Context: an optimization exercise on an open-source flow, tuned for small area. The choices shown serve that exercise and are no tape-out recipe. Function was checked by simulation only, so behaviour that the tests miss may differ from the original. No driver is modelled on the clock port, so clock power and skew are understated where the tree is cut down; a real chip needs a root buffer or a tree. Power figures rest on the tool's default switching activity, not on a simulated workload.

==> module mhu, before the edit <==
module mhu (
    input  wire        clk,
    input  wire        rst,               
    input  wire        cfg_we,
    input  wire [15:0] cfg_wdata,
    output wire [15:0] cfg_rdata,
    input  wire        in_valid,
    input  wire [7:0]  in_data,
    input  wire        in_last,
    output wire        in_ready,
    output wire        hdr_valid,
    output wire [2:0]  hdr_type,
    output wire [12:0] hdr_length,
    output wire        hdr_is_data,
    output wire        aux_valid,
    output wire        aux_is_seq,
    output wire [15:0] aux_value,
    output wire        aux_known,
    output wire        sse_strobe,
    output wire        body_valid,
    output wire [7:0]  body_data,
    output wire        smp_valid,
    output wire [31:0] smp_data,
    output wire        done_valid,
    output wire [1:0]  done_status,
    output wire        done_is_data,
    output wire [2:0]  done_type,
    output wire [12:0] done_length,
    output wire [15:0] done_item,
    output wire [15:0] done_seq,
    output wire        done_seq_present,
    output wire        done_sse
);
    reg [15:0] cfg_bitwidth;    
    reg [7:0]  hlo, hhi_n;      
    reg [7:0]  alo, ahi_n;      
    reg [7:0]  acc0_n, acc1_n, acc2_n;  
    reg [2:0]  st;
    reg        lg;              
    reg [1:0]  gm;              
    assign cfg_rdata = cfg_bitwidth;
    assign in_ready  = 1'b1;
    wire beat = in_valid & ~rst;
    wire pb   = st[2];
    wire [1:0] c = st[1:0];
    wire c0   = (c == 2'b00);
    wire c1   = (c == 2'b01);
    wire c2   = (c == 2'b11);
    wire c3   = (c == 2'b10);
    wire p0   = ~pb & c0;
    wire p1   = ~pb & c1;
    wire p2   = ~pb & c2;
    wire p3   = ~pb & c3;
    wire [1:0] cnext = {c[0], ~c[1]};
    wire full = (cnext == gm);
    wire [7:0] in_n = ~in_data;
    wire [7:0] m0_n = c0 ? in_n : acc0_n;    
    wire [7:0] m1_n = c1 ? in_n : acc1_n;    
    wire [7:0] m2_n = c2 ? in_n : acc2_n;    
    wire [7:0] hcur_n = p1 ? in_n : hhi_n;   
    wire [7:0] vhi_n  = p3 ? in_n : ahi_n;   
    wire cfg_legal = (cfg_bitwidth[15:6] == 10'd0) && (cfg_bitwidth[2:0] == 3'd0) &&
                     (cfg_bitwidth[5] ? (cfg_bitwidth[4:3] == 2'd0) : (cfg_bitwidth[4:3] != 2'd0));
    always @(posedge clk) begin
        if (rst)
            cfg_bitwidth <= 16'd0;
        else if (cfg_we)
            cfg_bitwidth <= cfg_wdata;
        if (rst)
            st <= 3'd0;
        else if (in_valid) begin
            if (in_last)
                st <= 3'd0;
            else
                st <= {pb | c3, (pb & full) ? 2'b00 : cnext};
        end
        if (p0) begin
            hlo <= in_data;
            lg  <= cfg_legal;
            gm  <= {cfg_bitwidth[4], cfg_bitwidth[4] ^ cfg_bitwidth[3]};
        end
        hhi_n  <= hcur_n;
        if (p2) alo <= in_data;
        ahi_n  <= vhi_n;
        acc0_n <= m0_n;
        acc1_n <= m1_n;
        acc2_n <= m2_n;
    end
    wire [7:0] hhi  = ~hhi_n;
    wire [7:0] hcur = ~hcur_n;
    wire [7:0] vhi  = ~vhi_n;                        
    wire cls   = hcur[7];                            
    wire lo_known = (alo == 8'h00) || (alo == 8'h18) || (alo == 8'h20) ||
                    (alo == 8'h44) || (alo == 8'h8A) || (alo == 8'hB8);
    wire known = lo_known && (vhi == 8'd0);
    wire px    = p3 | pb;                            
    assign hdr_valid   = beat & p1;
    assign hdr_type    = in_data[7:5];
    assign hdr_length  = {in_data[4:0], hlo};
    assign hdr_is_data = in_data[7];
    assign aux_valid   = beat & p3;
    assign aux_is_seq  = hhi[7];
    assign aux_value   = {in_data, alo};
    assign aux_known   = hhi[7] | known;
    assign sse_strobe  = beat & p1 & in_data[7] & ~lg;
    assign body_valid  = beat & pb & (hhi[7] | known);
    assign body_data   = in_data;
    assign smp_valid   = beat & pb & hhi[7] & lg & full;
    assign smp_data[7:0]   = ~m0_n;
    assign smp_data[15:8]  = c0 ? 8'd0 : ~m1_n;
    assign smp_data[23:16] = c[1] ? ~m2_n : 8'd0;
    assign smp_data[31:24] = c3 ? in_data : 8'd0;
    wire isctl_ok = ~cls & px & known;
    wire ok       = ~p0 & (cls | (px & known));
    assign done_valid       = beat & in_last;
    assign done_status[0]   = p0 | (~cls & (p1 | p2));
    assign done_status[1]   = ~p0 & ~cls & px & ~known;
    assign done_is_data     = ~p0 & cls;
    assign done_type        = ok ? hcur[7:5] : 3'd0;
    assign done_length      = ok ? {hcur[4:0], hlo} : 13'd0;
    assign done_item        = isctl_ok ? {vhi, alo} : 16'd0;
    assign done_seq         = (cls & px) ? {vhi, alo} : 16'd0;
    assign done_seq_present = cls & px;
    assign done_sse         = ~p0 & cls & ~lg;
endmodule
==> flow/config.mk <==
export PLATFORM = sky130hd
export DESIGN_NAME = mhu
export DESIGN_NICKNAME = mhu
export VERILOG_FILES = /design/flow/design.v
export SDC_FILE = /design/flow/constraint.sdc
export NUM_CORES = 4
export LEC_CHECK = 0
export CAP_MARGIN = 20
export CORE_MARGIN = 2
export CORE_UTILIZATION = 55
export SLEW_MARGIN = 20
==> flow/constraint.sdc <==
create_clock -name core_clock -period 6.0 [get_ports {clk}]
set_input_delay 1.2000 -clock core_clock [delete_from_list [all_inputs] [get_ports {clk}]]
set_output_delay 1.2000 -clock core_clock [all_outputs]
set_load 0.01 [all_outputs]
standard.sh (not shown) runs the stock make flow with config.mk's settings and CLKGATE_MAP_FILE= SYNTH_SCRIPT=/design/flow/synth_recipe.tcl, a recipe that flattens the netlist after the stock synthesis.
==> flow/flow/run.sh <==
#!/bin/bash
# Layout flow: the standard synthesis re-run with an area-oriented ABC mapping
# (same registers, checked against the standard synthesis), every port buffered
# by buf_1, ABC buffers removed, and a clock tree built by hand (flow/manual_cts.tcl).
set -euo pipefail
W=$PWD
R=$W/orfs/results/$FLOW_PLATFORM/mhu/base
RA=$W/orfs_alt/results/$FLOW_PLATFORM/mhu/base
export BUFFER_PORTS_ARGS="-buffer_cell sky130_fd_sc_hd__buf_1"
export REMOVE_ABC_BUFFERS=1
export PRE_CTS_TCL=$W/flow/manual_cts.tcl
export MCTS_N=4
export MCTS_CELL=sky130_fd_sc_hd__clkbuf_8

# 1. the standard synthesis
bash standard.sh synth > synth_standard.log 2>&1
cp $R/1_2_yosys.v synth_standard.v

# 2. the same synthesis script with another ABC mapping script
sed 's|log_cmd abc {\*}$abc_args|log_cmd abc -script '"$W"'/flow/abc_amap.script {*}[lrange $abc_args 2 end]|' \
    $FLOW_HOME/scripts/synth.tcl > alt_synth_core.tcl
sed "s|source \$::env(SCRIPTS_DIR)/synth.tcl|source $W/alt_synth_core.tcl|" synth_recipe.tcl > alt_synth.tcl
cmd=$(grep '^make ' standard.sh | sed -e "s|WORK_HOME=[^ ]*|WORK_HOME=$W/orfs_alt|" \
      -e "s|SYNTH_SCRIPT=[^ ]*|SYNTH_SCRIPT=$W/alt_synth.tcl|" -e 's|"\${@:-finish}"|synth|')
if grep -q abc_amap alt_synth_core.tcl && grep -q alt_synth_core alt_synth.tcl \
   && eval "$cmd" > synth_alt.log 2>&1 \
   && python3 flow/regs.py synth_standard.v $RA/1_2_yosys.v > regs_check.log 2>&1; then
  cp $RA/1_2_yosys.v $R/1_2_yosys.v
  touch $R/1_2_yosys.v
  echo "using the area-mapped netlist" >> regs_check.log
fi

# 3. the rest of the standard layout
bash standard.sh > layout.log 2>&1
Other scripts of this flow, unchanged in this note and not shown: flow/flow/abc_amap.script, flow/flow/manual_cts.tcl, flow/flow/regs.py
Edit:
--- a/flow/design.v
+++ b/flow/design.v
@@ -30,13 +30,13 @@
     output wire [15:0] done_seq,
     output wire        done_seq_present,
     output wire        done_sse
 );
     reg [15:0] cfg_bitwidth;    
-    reg [7:0]  hlo, hhi_n;      
-    reg [7:0]  alo, ahi_n;      
-    reg [7:0]  acc0_n, acc1_n, acc2_n;  
+    reg [7:0]  hlo, hhi;        
+    reg [7:0]  alo, ahi;        
+    reg [7:0]  acc0, acc1, acc2;  
     reg [2:0]  st;
     reg        lg;              
     reg [1:0]  gm;              
     assign cfg_rdata = cfg_bitwidth;
     assign in_ready  = 1'b1;
@@ -51,16 +51,10 @@
     wire p1   = ~pb & c1;
     wire p2   = ~pb & c2;
     wire p3   = ~pb & c3;
     wire [1:0] cnext = {c[0], ~c[1]};
     wire full = (cnext == gm);
-    wire [7:0] in_n = ~in_data;
-    wire [7:0] m0_n = c0 ? in_n : acc0_n;    
-    wire [7:0] m1_n = c1 ? in_n : acc1_n;    
-    wire [7:0] m2_n = c2 ? in_n : acc2_n;    
-    wire [7:0] hcur_n = p1 ? in_n : hhi_n;   
-    wire [7:0] vhi_n  = p3 ? in_n : ahi_n;   
     wire cfg_legal = (cfg_bitwidth[15:6] == 10'd0) && (cfg_bitwidth[2:0] == 3'd0) &&
                      (cfg_bitwidth[5] ? (cfg_bitwidth[4:3] == 2'd0) : (cfg_bitwidth[4:3] != 2'd0));
     always @(posedge clk) begin
         if (rst)
             cfg_bitwidth <= 16'd0;
@@ -77,21 +71,19 @@
         if (p0) begin
             hlo <= in_data;
             lg  <= cfg_legal;
             gm  <= {cfg_bitwidth[4], cfg_bitwidth[4] ^ cfg_bitwidth[3]};
         end
-        hhi_n  <= hcur_n;
+        if (p1) hhi <= in_data;
         if (p2) alo <= in_data;
-        ahi_n  <= vhi_n;
-        acc0_n <= m0_n;
-        acc1_n <= m1_n;
-        acc2_n <= m2_n;
+        if (p3) ahi <= in_data;
+        if (c0) acc0 <= in_data;
+        if (c1) acc1 <= in_data;
+        if (c2) acc2 <= in_data;
     end
-    wire [7:0] hhi  = ~hhi_n;
-    wire [7:0] hcur = ~hcur_n;
-    wire [7:0] vhi  = ~vhi_n;                        
-    wire cls   = hcur[7];                            
+    wire cls   = p1 ? in_data[7] : hhi[7];           
+    wire [7:0] vhi = p3 ? in_data : ahi;             
     wire lo_known = (alo == 8'h00) || (alo == 8'h18) || (alo == 8'h20) ||
                     (alo == 8'h44) || (alo == 8'h8A) || (alo == 8'hB8);
     wire known = lo_known && (vhi == 8'd0);
     wire px    = p3 | pb;                            
     assign hdr_valid   = beat & p1;
@@ -104,16 +96,17 @@
     assign aux_known   = hhi[7] | known;
     assign sse_strobe  = beat & p1 & in_data[7] & ~lg;
     assign body_valid  = beat & pb & (hhi[7] | known);
     assign body_data   = in_data;
     assign smp_valid   = beat & pb & hhi[7] & lg & full;
-    assign smp_data[7:0]   = ~m0_n;
-    assign smp_data[15:8]  = c0 ? 8'd0 : ~m1_n;
-    assign smp_data[23:16] = c[1] ? ~m2_n : 8'd0;
+    assign smp_data[7:0]   = c0 ? in_data : acc0;
+    assign smp_data[15:8]  = c1 ? in_data : (c[1] ? acc1 : 8'd0);
+    assign smp_data[23:16] = c2 ? in_data : (c3 ? acc2 : 8'd0);
     assign smp_data[31:24] = c3 ? in_data : 8'd0;
     wire isctl_ok = ~cls & px & known;
     wire ok       = ~p0 & (cls | (px & known));
+    wire [7:0] hcur = p1 ? in_data : hhi;
     assign done_valid       = beat & in_last;
     assign done_status[0]   = p0 | (~cls & (p1 | p2));
     assign done_status[1]   = ~p0 & ~cls & px & ~known;
     assign done_is_data     = ~p0 & cls;
     assign done_type        = ok ? hcur[7:5] : 3'd0;
Effect: Final area rose by 2.9%. Worst setup slack is worse by 0.37 ns. Maximum frequency decreases by 6.8%. Wire length came out higher by 5.3%. Synthesized area rose by 3.3%. Utilization falls by 1.8 points. Power drops by about 0.45%. Via count goes down by about 2%. Hold slack gains 0.0038 ns.
In every run of this note, the design's own scripts or RTL, not TritonCTS, make the clock network.

## static timing again, ports no longer ideal
No port has a modelled driver above. Below, the same layouts with a new extraction and two added sets of constraints. Step 1 (the two cells are an assumption about what drives the block):
set clk [get_ports {clk}]
set_driving_cell -lib_cell sky130_fd_sc_hd__clkbuf_16 $clk
set_driving_cell -lib_cell sky130_fd_sc_hd__buf_2 [delete_from_list [all_inputs] $clk]
Step 2 also shifts input and output timing later by t, the mid clock arrival at the registers, as if the neighbouring blocks saw the same clock. Slacks: ideal / step 1 / step 2; pairs: ideal / step 1.
run | shift t [ns] | setup slack, ns | worst setup path at the end | latest minus earliest clock arrival (ns)
the first run | 0.221 | 0.909 / 0.852 / 1.073 | register to output | 0.012 / 0.012
the second run | 0.224 | 0.538 / 0.478 / 0.702 | register to output | 0.014 / 0.013
After both steps setup and hold are still met in every run listed.
